From an optimization exercise on the open Yosys and OpenROAD flow, aimed at small area; shortcuts taken in it are not production practice. The RTL was checked by simulation tests, not by an equivalence proof against the original design. The clock input has no modelled driver; a real chip could not lean on it and would need a root buffer or a full tree. No activity file was given, so power comes from the tool's default toggle rates.

==> flow/design.v (excerpt) <==
module sigma_delta_modulator #(
    parameter integer N  = 1024,
    parameter integer F  = 14,
    parameter integer SW = F + 2,
    parameter integer M  = N / 8,
    parameter integer AW = F + 1 + $clog2(N + 2),
    parameter integer IW = (N > 1) ? $clog2(N) : 1,
    parameter integer CW = (M > 1) ? $clog2(M) : 1
) (
    input  wire          clk,
    input  wire          rst,
    input  wire          start,
    input  wire          sample_valid,
    input  wire [SW-1:0] sample_data,
    output wire [IW-1:0] sample_idx,
    output reg           busy,
    output wire          done,
    output wire          fault,
    output wire [1:0]    fault_cause,
    output reg           byte_valid,
    output wire [CW-1:0] byte_addr,
    output wire [7:0]    byte_data
);
    localparam integer HW = AW - F;             
    reg [IW-1:0] idx;
    reg [F-1:0]  lo_n;
    reg [HW-1:0] hi_n;
    reg          cy_n;
    reg [6:0]    sh;
    wire mod_bit = hi_n[HW-1] ^ (~cy_n & ~(|hi_n[HW-2:0]));
    wire en = sample_valid;
    wire [2:0]    k       = {sample_data[SW-1], sample_data[SW-1:F]} + {mod_bit, mod_bit, 1'b1};
    wire [HW-1:0] add_hi  = en ? {{(HW-3){k[2]}}, k} : {HW{1'b0}};
    wire [F-1:0]  add_lo  = en ? sample_data[F-1:0] : {F{1'b0}};
    wire [F:0]    c_lo_n;
    wire [HW:0]   c_hi_n;
    wire [F-1:0]  s_lo_n;
    wire [HW-1:0] s_hi_n;
    assign s_lo_n[0] = lo_n[0] ^ add_lo[0];
    assign c_lo_n[1] = lo_n[0] | ~add_lo[0];
    assign c_hi_n[0] = cy_n;
    genvar i;
    generate
        for (i = 1; i < F; i = i + 1) begin : g_lo
            sdm_fa u_fa (.a(lo_n[i]), .b(~add_lo[i]), .ci(c_lo_n[i]), .s(s_lo_n[i]), .co(c_lo_n[i+1]));
        end
        for (i = 0; i < HW; i = i + 1) begin : g_hi
            sdm_fa u_fa (.a(hi_n[i]), .b(~add_hi[i]), .ci(c_hi_n[i]), .s(s_hi_n[i]), .co(c_hi_n[i+1]));
        end
    endgenerate
    wire [IW:0]   ic;
  ...
Size in the first run: ~46 flip-flops, ~2200 um^2 of cells after synthesis.
==> flow/config.mk <==
export PLATFORM = sky130hd
export DESIGN_NAME = sigma_delta_modulator
export DESIGN_NICKNAME = sigma_delta_modulator
export VERILOG_FILES = /design/flow/design.v
export SDC_FILE = /design/flow/constraint.sdc
export NUM_CORES = 4
export LEC_CHECK = 0
export CAP_MARGIN = 20
export CORE_MARGIN = 2
export CORE_UTILIZATION = 70
export PLACE_DENSITY = 0.8
export SLEW_MARGIN = 20
export SYNTH_HIERARCHICAL = 1
==> flow/constraint.sdc <==
create_clock -name core_clock -period 8.0 [get_ports {clk}]
set_input_delay 1.6000 -clock core_clock [delete_from_list [all_inputs] [get_ports {clk}]]
set_output_delay 1.6000 -clock core_clock [all_outputs]
set_load 0.01 [all_outputs]
standard.sh (not shown) runs the stock make flow with config.mk's settings and CLKGATE_MAP_FILE= SYNTH_SCRIPT=/design/flow/synth_recipe.tcl, a recipe that flattens the netlist after the stock synthesis.
==> flow/flow/run.sh <==
#!/bin/bash
# The standard layout with these changes:
# - the smallest buffer on each input and output port, and a stronger one
#   (instead of extra buffers) on the input ports that fan out widely
#   (port_buffers.tcl, after global placement);
set -euo pipefail
here=$(pwd)
export BUFFER_PORTS_ARGS="-buffer_cell sky130_fd_sc_hd__buf_1"
export POST_GLOBAL_PLACE_TCL="$here/flow/port_buffers.tcl"
export CTS_ARGS="-sink_clustering_enable -repair_clock_nets -dont_use_dummy_load -buf_list sky130_fd_sc_hd__clkbuf_8"
export CLK_SLEW_TARGET_PS=115
export CLK_CELLS="sky130_fd_sc_hd__clkbuf_2 sky130_fd_sc_hd__buf_2 sky130_fd_sc_hd__clkbuf_4 sky130_fd_sc_hd__buf_4 sky130_fd_sc_hd__buf_6 sky130_fd_sc_hd__clkbuf_8 sky130_fd_sc_hd__buf_8 sky130_fd_sc_hd__buf_12 sky130_fd_sc_hd__clkbuf_16"
export POST_CTS_TCL="$here/flow/clock_leaves.tcl"
bash standard.sh > standard.log 2>&1
==> flow/flow/clock_leaves.tcl <==
set block [ord::get_db_block]
set clk_net [$block findNet clk]
set root ""
foreach it [$clk_net getITerms] {
  set inst [$it getInst]
  if {[string match "clkbuf_*" [$inst getName]]} { set root $inst }
}
if {$root eq ""} { error "no root clock buffer" }
set root_net [[$root findITerm X] getNet]
set leaves {}
foreach it [$root_net getITerms] {
  set inst [$it getInst]
  if {$inst ne $root} { lappend leaves $it }
}
if {[llength $leaves] > 4} { error "[llength $leaves] leaves" }
foreach it $leaves {
  $it disconnect
  $it connect $clk_net
}
[$root findITerm A] disconnect
[$root findITerm X] disconnect
odb::dbInst_destroy $root
odb::dbNet_destroy $root_net
puts "removed root clock buffer, [llength $leaves] leaves on the clock port"

# Merge leaves until at most CLK_LEAVES remain: the leaf with the fewest
# registers hands them to the nearest other leaf.
proc leaf_loads {inst} {
  set loads {}
  foreach it [[[$inst findITerm X] getNet] getITerms] {
    if {[$it getInst] ne $inst} { lappend loads $it }
  }
  return $loads
}
if {[info exists ::env(CLK_LEAVES)]} {
  while {[llength $leaves] > $::env(CLK_LEAVES)} {
    set small ""
    foreach it $leaves {
      set n [llength [leaf_loads [$it getInst]]]
      if {$small eq "" || $n < $min} { set small $it; set min $n }
    }
    set si [$small getInst]
    lassign [$si getLocation] sx sy
    set near ""
    foreach it $leaves {
      if {$it eq $small} continue
      lassign [[$it getInst] getLocation] x y
      set d [expr {abs($x - $sx) + abs($y - $sy)}]
      if {$near eq "" || $d < $dmin} { set near $it; set dmin $d }
    }
    set to [[[$near getInst] findITerm X] getNet]
    set from [[$si findITerm X] getNet]
    foreach it [leaf_loads $si] {
      $it disconnect
      $it connect $to
    }
    $small disconnect
    [$si findITerm X] disconnect
    odb::dbInst_destroy $si
    odb::dbNet_destroy $from
    set leaves [lsearch -all -inline -not -exact $leaves $small]
  }
  puts "merged into [llength $leaves] clock leaves"
}

# Move each leaf to the middle of its registers.
foreach it $leaves {
  set inst [$it getInst]
  set sx 0; set sy 0; set n 0
  foreach l [leaf_loads $inst] {
    lassign [[$l getInst] getLocation] x y
    incr sx $x; incr sy $y; incr n
  }
  if {$n > 0} { $inst setLocation [expr {$sx / $n}] [expr {$sy / $n}] }
}
detailed_placement

set ::clk_cells {sky130_fd_sc_hd__clkbuf_2 sky130_fd_sc_hd__clkbuf_4 sky130_fd_sc_hd__clkbuf_8 sky130_fd_sc_hd__clkbuf_16}
if {[info exists ::env(CLK_CELLS)]} { set ::clk_cells $::env(CLK_CELLS) }
set target_ps 100
if {[info exists ::env(CLK_SLEW_TARGET_PS)]} { set target_ps $::env(CLK_SLEW_TARGET_PS) }
proc leaf_slew_ps {inst} {
  set worst 0
  set net [[$inst findITerm X] getNet]
  foreach it [$net getITerms] {
    if {[$it getInst] eq $inst} continue
    set pin [get_pins [[$it getInst] getName]/[[$it getMTerm] getName]]
    foreach e {rise fall} {
      foreach a {min max} {
        set s [expr {[sta::time_ui_sta [get_property $pin slew_${a}_$e]] * 1e12}]
        set worst [expr {max($worst, $s)}]
      }
    }
  }
  return $worst
}
estimate_parasitics -placement
foreach it $leaves {
  set inst [$it getInst]
  foreach cell $::clk_cells {
    replace_cell [get_cells [$inst getName]] $cell
    set s [leaf_slew_ps $inst]
    if {$s <= $target_ps} break
  }
  puts "clock leaf [$inst getName]: $cell, slew [format %.1f $s] ps"
}

detailed_placement
check_placement -verbose
Other scripts of this flow, unchanged in this note and not shown: flow/flow/port_buffers.tcl
Rerun with:
--- a/flow/flow/run.sh
+++ b/flow/flow/run.sh
@@ -10,4 +10,3 @@
 export CTS_ARGS="-sink_clustering_enable -repair_clock_nets -dont_use_dummy_load -buf_list sky130_fd_sc_hd__clkbuf_8"
-export CLK_SLEW_TARGET_PS=115
-export CLK_CELLS="sky130_fd_sc_hd__clkbuf_2 sky130_fd_sc_hd__buf_2 sky130_fd_sc_hd__clkbuf_4 sky130_fd_sc_hd__buf_4 sky130_fd_sc_hd__buf_6 sky130_fd_sc_hd__clkbuf_8 sky130_fd_sc_hd__buf_8 sky130_fd_sc_hd__buf_12 sky130_fd_sc_hd__clkbuf_16"
+export CLK_SLEW_TARGET_PS=118
 export POST_CTS_TCL="$here/flow/clock_leaves.tcl"
==> flow/flow/clock_leaves.tcl (replaced) <==
set block [ord::get_db_block]
set clk_net [$block findNet clk]
set root ""
foreach it [$clk_net getITerms] {
  set inst [$it getInst]
  if {[string match "clkbuf_*" [$inst getName]]} { set root $inst }
}
if {$root eq ""} { error "no root clock buffer" }
set root_net [[$root findITerm X] getNet]
set leaves {}
foreach it [$root_net getITerms] {
  set inst [$it getInst]
  if {$inst ne $root} { lappend leaves $it }
}
if {[llength $leaves] > 4} { error "[llength $leaves] leaves" }
foreach it $leaves {
  $it disconnect
  $it connect $clk_net
}
[$root findITerm A] disconnect
[$root findITerm X] disconnect
odb::dbInst_destroy $root
odb::dbNet_destroy $root_net
puts "removed root clock buffer, [llength $leaves] leaves on the clock port"

set target_ps 100
if {[info exists ::env(CLK_SLEW_TARGET_PS)]} { set target_ps $::env(CLK_SLEW_TARGET_PS) }
proc leaf_slew_ps {inst} {
  set worst 0
  set net [[$inst findITerm X] getNet]
  foreach it [$net getITerms] {
    if {[$it getInst] eq $inst} continue
    set pin [get_pins [[$it getInst] getName]/[[$it getMTerm] getName]]
    foreach e {rise fall} {
      foreach a {min max} {
        set s [expr {[sta::time_ui_sta [get_property $pin slew_${a}_$e]] * 1e12}]
        set worst [expr {max($worst, $s)}]
      }
    }
  }
  return $worst
}
estimate_parasitics -placement
foreach it $leaves {
  set inst [$it getInst]
  foreach cell {sky130_fd_sc_hd__clkbuf_2 sky130_fd_sc_hd__clkbuf_4 sky130_fd_sc_hd__clkbuf_8 sky130_fd_sc_hd__clkbuf_16} {
    replace_cell [get_cells [$inst getName]] $cell
    set s [leaf_slew_ps $inst]
    if {$s <= $target_ps} break
  }
  puts "clock leaf [$inst getName]: $cell, slew [format %.1f $s] ps"
}

detailed_placement
check_placement -verbose
Settings changed: CORE_UTILIZATION 70 to 80, PLACE_DENSITY 0.8 to 0.9.
Outcome:
- The new run finished with timing, DRC and antenna clean
- clock power rose by about 10%
- total power goes up by 11%
- fmax shrinks by 1.3%
- routed wire length rose by 54%
- clock-buffer cell count does not change
- cell count shrinks by 5.3%
- setup slack is worse by 0.10 ns
Rerun with:
Settings changed: CORE_UTILIZATION 80 to 70, PLACE_DENSITY 0.9 to 0.8.
Result: Critical path depth is unchanged; synthesized cell count does not change; global-route usage came out lower by 14 points; sequential share of layout area came out lower by 0.26 points; first-iteration DRC count came out lower by well over a third; setup slack improves by 0.091 ns; area after synthesis does not change; final cell count came out higher by a few percent; final area came out higher slightly; via count came out lower by roughly a tenth; wire length came out lower by a quarter to a third.

Another version of the RTL of sigma_delta_modulator (not shown whole).
Size: roughly 200 cells after synthesis, about 46 flip-flops, roughly 2200 um^2 of cells after synthesis.
export LEC_CHECK = 0
export CAP_MARGIN = 0
export CORE_MARGIN = 2
export CORE_UTILIZATION = 70
export PLACE_DENSITY = 0.8
export SLEW_MARGIN = 0
create_clock -name core_clock -period 8.0 [get_ports {clk}]
==> flow/flow/run.sh <==
#!/bin/bash
set -euo pipefail
here=$(pwd)
export BUFFER_PORTS_ARGS="-buffer_cell sky130_fd_sc_hd__buf_1"
export CTS_ARGS="-sink_clustering_enable -repair_clock_nets -dont_use_dummy_load -buf_list sky130_fd_sc_hd__clkbuf_8"
export CLK_SLEW_TARGET_PS=118
export POST_CTS_TCL="$here/flow/clock_leaves.tcl"
bash standard.sh > standard.log 2>&1
==> flow/flow/clock_leaves.tcl <==
set block [ord::get_db_block]
set clk_net [$block findNet clk]
set root ""
foreach it [$clk_net getITerms] {
  set inst [$it getInst]
  if {[string match "clkbuf_*" [$inst getName]]} { set root $inst }
}
if {$root eq ""} { error "no root clock buffer" }
set root_net [[$root findITerm X] getNet]
set leaves {}
foreach it [$root_net getITerms] {
  set inst [$it getInst]
  if {$inst ne $root} { lappend leaves $it }
}
if {[llength $leaves] > 4} { error "[llength $leaves] leaves" }
foreach it $leaves {
  $it disconnect
  $it connect $clk_net
}
[$root findITerm A] disconnect
[$root findITerm X] disconnect
odb::dbInst_destroy $root
odb::dbNet_destroy $root_net
puts "removed root clock buffer, [llength $leaves] leaves on the clock port"

set target_ps 100
if {[info exists ::env(CLK_SLEW_TARGET_PS)]} { set target_ps $::env(CLK_SLEW_TARGET_PS) }
proc leaf_slew_ps {inst} {
  set worst 0
  set net [[$inst findITerm X] getNet]
  foreach it [$net getITerms] {
    if {[$it getInst] eq $inst} continue
    set pin [get_pins [[$it getInst] getName]/[[$it getMTerm] getName]]
    foreach e {rise fall} {
      foreach a {min max} {
        set s [expr {[sta::time_ui_sta [get_property $pin slew_${a}_$e]] * 1e12}]
        set worst [expr {max($worst, $s)}]
      }
    }
  }
  return $worst
}
estimate_parasitics -placement
foreach it $leaves {
  set inst [$it getInst]
  foreach cell {sky130_fd_sc_hd__clkbuf_2 sky130_fd_sc_hd__clkbuf_4 sky130_fd_sc_hd__clkbuf_8 sky130_fd_sc_hd__clkbuf_16} {
    replace_cell [get_cells [$inst getName]] $cell
    set s [leaf_slew_ps $inst]
    if {$s <= $target_ps} break
  }
  puts "clock leaf [$inst getName]: $cell, slew [format %.1f $s] ps"
}

detailed_placement
check_placement -verbose
Then changed:
==> flow/flow/run.sh (replaced) <==
#!/bin/bash
# The standard layout, with the smallest buffer on each input and output port
# and a clock tree of a single cluster without dummy loads.
set -euo pipefail
export BUFFER_PORTS_ARGS="-buffer_cell sky130_fd_sc_hd__buf_1"
export CTS_ARGS="-sink_clustering_enable -repair_clock_nets -dont_use_dummy_load -sink_clustering_size 60 -sink_clustering_max_diameter 300 -buf_list sky130_fd_sc_hd__clkbuf_8"
bash standard.sh > standard.log 2>&1
- CAP_MARGIN: 0 -> 20
- CORE_UTILIZATION: 70 -> 40
- PLACE_DENSITY: 0.8 -> not set
- SLEW_MARGIN: 0 -> 20
removed: flow/flow/clock_leaves.tcl
Result: Worst hold slack got worse by 0.018 ns. First-iteration DRC count fell by 65%. Sequential share of layout area came out lower by 0.95 points. Design area climbs by about 2.5%. Fmax went up by 7.5%. Wire length drops by 6.2%.
Then changed:
==> flow/flow/run.sh (replaced) <==
#!/bin/bash
set -euo pipefail
here=$(pwd)
export BUFFER_PORTS_ARGS="-buffer_cell sky130_fd_sc_hd__buf_1"
export CTS_ARGS="-sink_clustering_enable -repair_clock_nets -dont_use_dummy_load -buf_list sky130_fd_sc_hd__clkbuf_8"
export POST_CTS_TCL="$here/flow/clock_leaves.tcl"
bash standard.sh > standard.log 2>&1
==> flow/flow/clock_leaves.tcl (new file) <==
set block [ord::get_db_block]
set clk_net [$block findNet clk]
set root ""
foreach it [$clk_net getITerms] {
  set inst [$it getInst]
  if {[string match "clkbuf_*" [$inst getName]]} { set root $inst }
}
if {$root eq ""} { error "no root clock buffer" }
set root_net [[$root findITerm X] getNet]
set leaves {}
foreach it [$root_net getITerms] {
  set inst [$it getInst]
  if {$inst ne $root} { lappend leaves $it }
}
if {[llength $leaves] > 4} { error "[llength $leaves] leaves" }
foreach it $leaves {
  $it disconnect
  $it connect $clk_net
}
[$root findITerm A] disconnect
[$root findITerm X] disconnect
odb::dbInst_destroy $root
odb::dbNet_destroy $root_net
puts "removed root clock buffer, [llength $leaves] leaves on the clock port"

set target_ps 100
if {[info exists ::env(CLK_SLEW_TARGET_PS)]} { set target_ps $::env(CLK_SLEW_TARGET_PS) }
proc leaf_slew_ps {inst} {
  set worst 0
  set net [[$inst findITerm X] getNet]
  foreach it [$net getITerms] {
    if {[$it getInst] eq $inst} continue
    set pin [get_pins [[$it getInst] getName]/[[$it getMTerm] getName]]
    foreach e {rise fall} {
      foreach a {min max} {
        set s [expr {[sta::time_ui_sta [get_property $pin slew_${a}_$e]] * 1e12}]
        set worst [expr {max($worst, $s)}]
      }
    }
  }
  return $worst
}
estimate_parasitics -placement
foreach it $leaves {
  set inst [$it getInst]
  foreach cell {sky130_fd_sc_hd__clkbuf_2 sky130_fd_sc_hd__clkbuf_4 sky130_fd_sc_hd__clkbuf_8 sky130_fd_sc_hd__clkbuf_16} {
    replace_cell [get_cells [$inst getName]] $cell
    set s [leaf_slew_ps $inst]
    if {$s <= $target_ps} break
  }
  puts "clock leaf [$inst getName]: $cell, slew [format %.1f $s] ps"
}

detailed_placement
check_placement -verbose
- CORE_UTILIZATION: 40 -> 65
- PLACE_DENSITY: not set -> 0.75
=>
- sequential power barely changes
- final area fell by 1.8%
- worst setup slack degrades by 0.26 ns
- core utilization rose by 29 points
- critical path depth does not change
- synthesized area is unchanged
- non-clock buffer count stays the same
- synthesized cell count stays the same
Then changed:
==> flow/flow/run.sh (replaced) <==
#!/bin/bash
# The standard layout, with the smallest buffer on each input and output port.
set -euo pipefail
export BUFFER_PORTS_ARGS="-buffer_cell sky130_fd_sc_hd__buf_1"
bash standard.sh > standard.log 2>&1
- CORE_UTILIZATION: 65 -> 40
- PLACE_DENSITY: 0.75 -> not set
removed: flow/flow/clock_leaves.tcl
Worst hold slack is about the same.
Sequential share of layout area shrinks by 1.3 points.
Design area grows by a few percent.
Register-to-register slack improved by 0.07 ns.
Worst setup slack improved by 0.26 ns.
Utilization came out lower by 28 points.
Global-route usage went down by 7.5 points.
Cell count climbs by roughly a tenth.
Then changed:
==> flow/flow/run.sh (replaced) <==
#!/bin/bash
set -euo pipefail
here=$(pwd)
export BUFFER_PORTS_ARGS="-buffer_cell sky130_fd_sc_hd__buf_1"
export CTS_ARGS="-sink_clustering_enable -repair_clock_nets -dont_use_dummy_load -buf_list sky130_fd_sc_hd__clkbuf_8"
export CLK_SLEW_TARGET_PS=118
export POST_CTS_TCL="$here/flow/clock_leaves.tcl"
bash standard.sh > standard.log 2>&1
==> flow/flow/clock_leaves.tcl (new file) <==
set block [ord::get_db_block]
set clk_net [$block findNet clk]
set root ""
foreach it [$clk_net getITerms] {
  set inst [$it getInst]
  if {[string match "clkbuf_*" [$inst getName]]} { set root $inst }
}
if {$root eq ""} { error "no root clock buffer" }
set root_net [[$root findITerm X] getNet]
set leaves {}
foreach it [$root_net getITerms] {
  set inst [$it getInst]
  if {$inst ne $root} { lappend leaves $it }
}
if {[llength $leaves] > 4} { error "[llength $leaves] leaves" }
foreach it $leaves {
  $it disconnect
  $it connect $clk_net
}
[$root findITerm A] disconnect
[$root findITerm X] disconnect
odb::dbInst_destroy $root
odb::dbNet_destroy $root_net
puts "removed root clock buffer, [llength $leaves] leaves on the clock port"

set target_ps 100
if {[info exists ::env(CLK_SLEW_TARGET_PS)]} { set target_ps $::env(CLK_SLEW_TARGET_PS) }
proc leaf_slew_ps {inst} {
  set worst 0
  set net [[$inst findITerm X] getNet]
  foreach it [$net getITerms] {
    if {[$it getInst] eq $inst} continue
    set pin [get_pins [[$it getInst] getName]/[[$it getMTerm] getName]]
    foreach e {rise fall} {
      foreach a {min max} {
        set s [expr {[sta::time_ui_sta [get_property $pin slew_${a}_$e]] * 1e12}]
        set worst [expr {max($worst, $s)}]
      }
    }
  }
  return $worst
}
estimate_parasitics -placement
foreach it $leaves {
  set inst [$it getInst]
  foreach cell {sky130_fd_sc_hd__clkbuf_2 sky130_fd_sc_hd__clkbuf_4 sky130_fd_sc_hd__clkbuf_8 sky130_fd_sc_hd__clkbuf_16} {
    replace_cell [get_cells [$inst getName]] $cell
    set s [leaf_slew_ps $inst]
    if {$s <= $target_ps} break
  }
  puts "clock leaf [$inst getName]: $cell, slew [format %.1f $s] ps"
}

detailed_placement
check_placement -verbose
- CORE_UTILIZATION: 40 -> 70
- GPL_TIMING_DRIVEN: not set -> 0
- PLACE_DENSITY: not set -> 0.8
Effect:
- combinational power rises by 17%
- hold slack improved by 0.0059 ns
- wire length goes up by 16%
- area after synthesis does not change
- clock skew climbs by 0.019 ns
- setup slack got worse by 0.73 ns
- design area decreases by 2.7%
- power falls by 7.4%
- global-route usage climbs by 14 points

## re-timing with driven ports
How much do the figures lean on ideal ports? The routed layouts below were timed once more, with nothing changed but the port constraints.
Step 1 sets driving cells, clkbuf_16 on the clock port and buf_2 on the other inputs (assumed; they add their load-dependent delay and slew).
Step 2 times the ports against the registers' clock, not the clock port: input delays grow and output delays shrink by t, the midpoint of the rising clock arrivals with the driver on.
Slacks: no drivers / after step 1 / after step 2; pairs: no drivers / after step 1.
run	t (ns)	setup slack, ns	worst data-port slew with drivers (ns)
the first run of note 1	0.183	0.352 / 0.356 / 0.172	0.04
the second run of note 1	0.197	0.248 / 0.241 / 0.044	0.05
the third run of note 1	0.193	0.339 / 0.339 / 0.146	0.04
the first run of note 2	0.199	0.967 / 0.994 / 0.795	0.04
the second run of note 2	0.317	1.461 / 1.468 / 1.151	0.03
the third run of note 2	0.186	1.203 / 1.218 / 1.032	0.04
the fourth run of note 2	0.323	1.459 / 1.466 / 1.143	0.03
the fifth run of note 2	0.203	0.733 / 0.756 / 0.553	0.04
After both steps setup and hold are still met in every run listed. The setup slack of the fourth run of note 2, which loses most, moves by +0.007 ns with the drivers and by -0.316 ns with both steps.
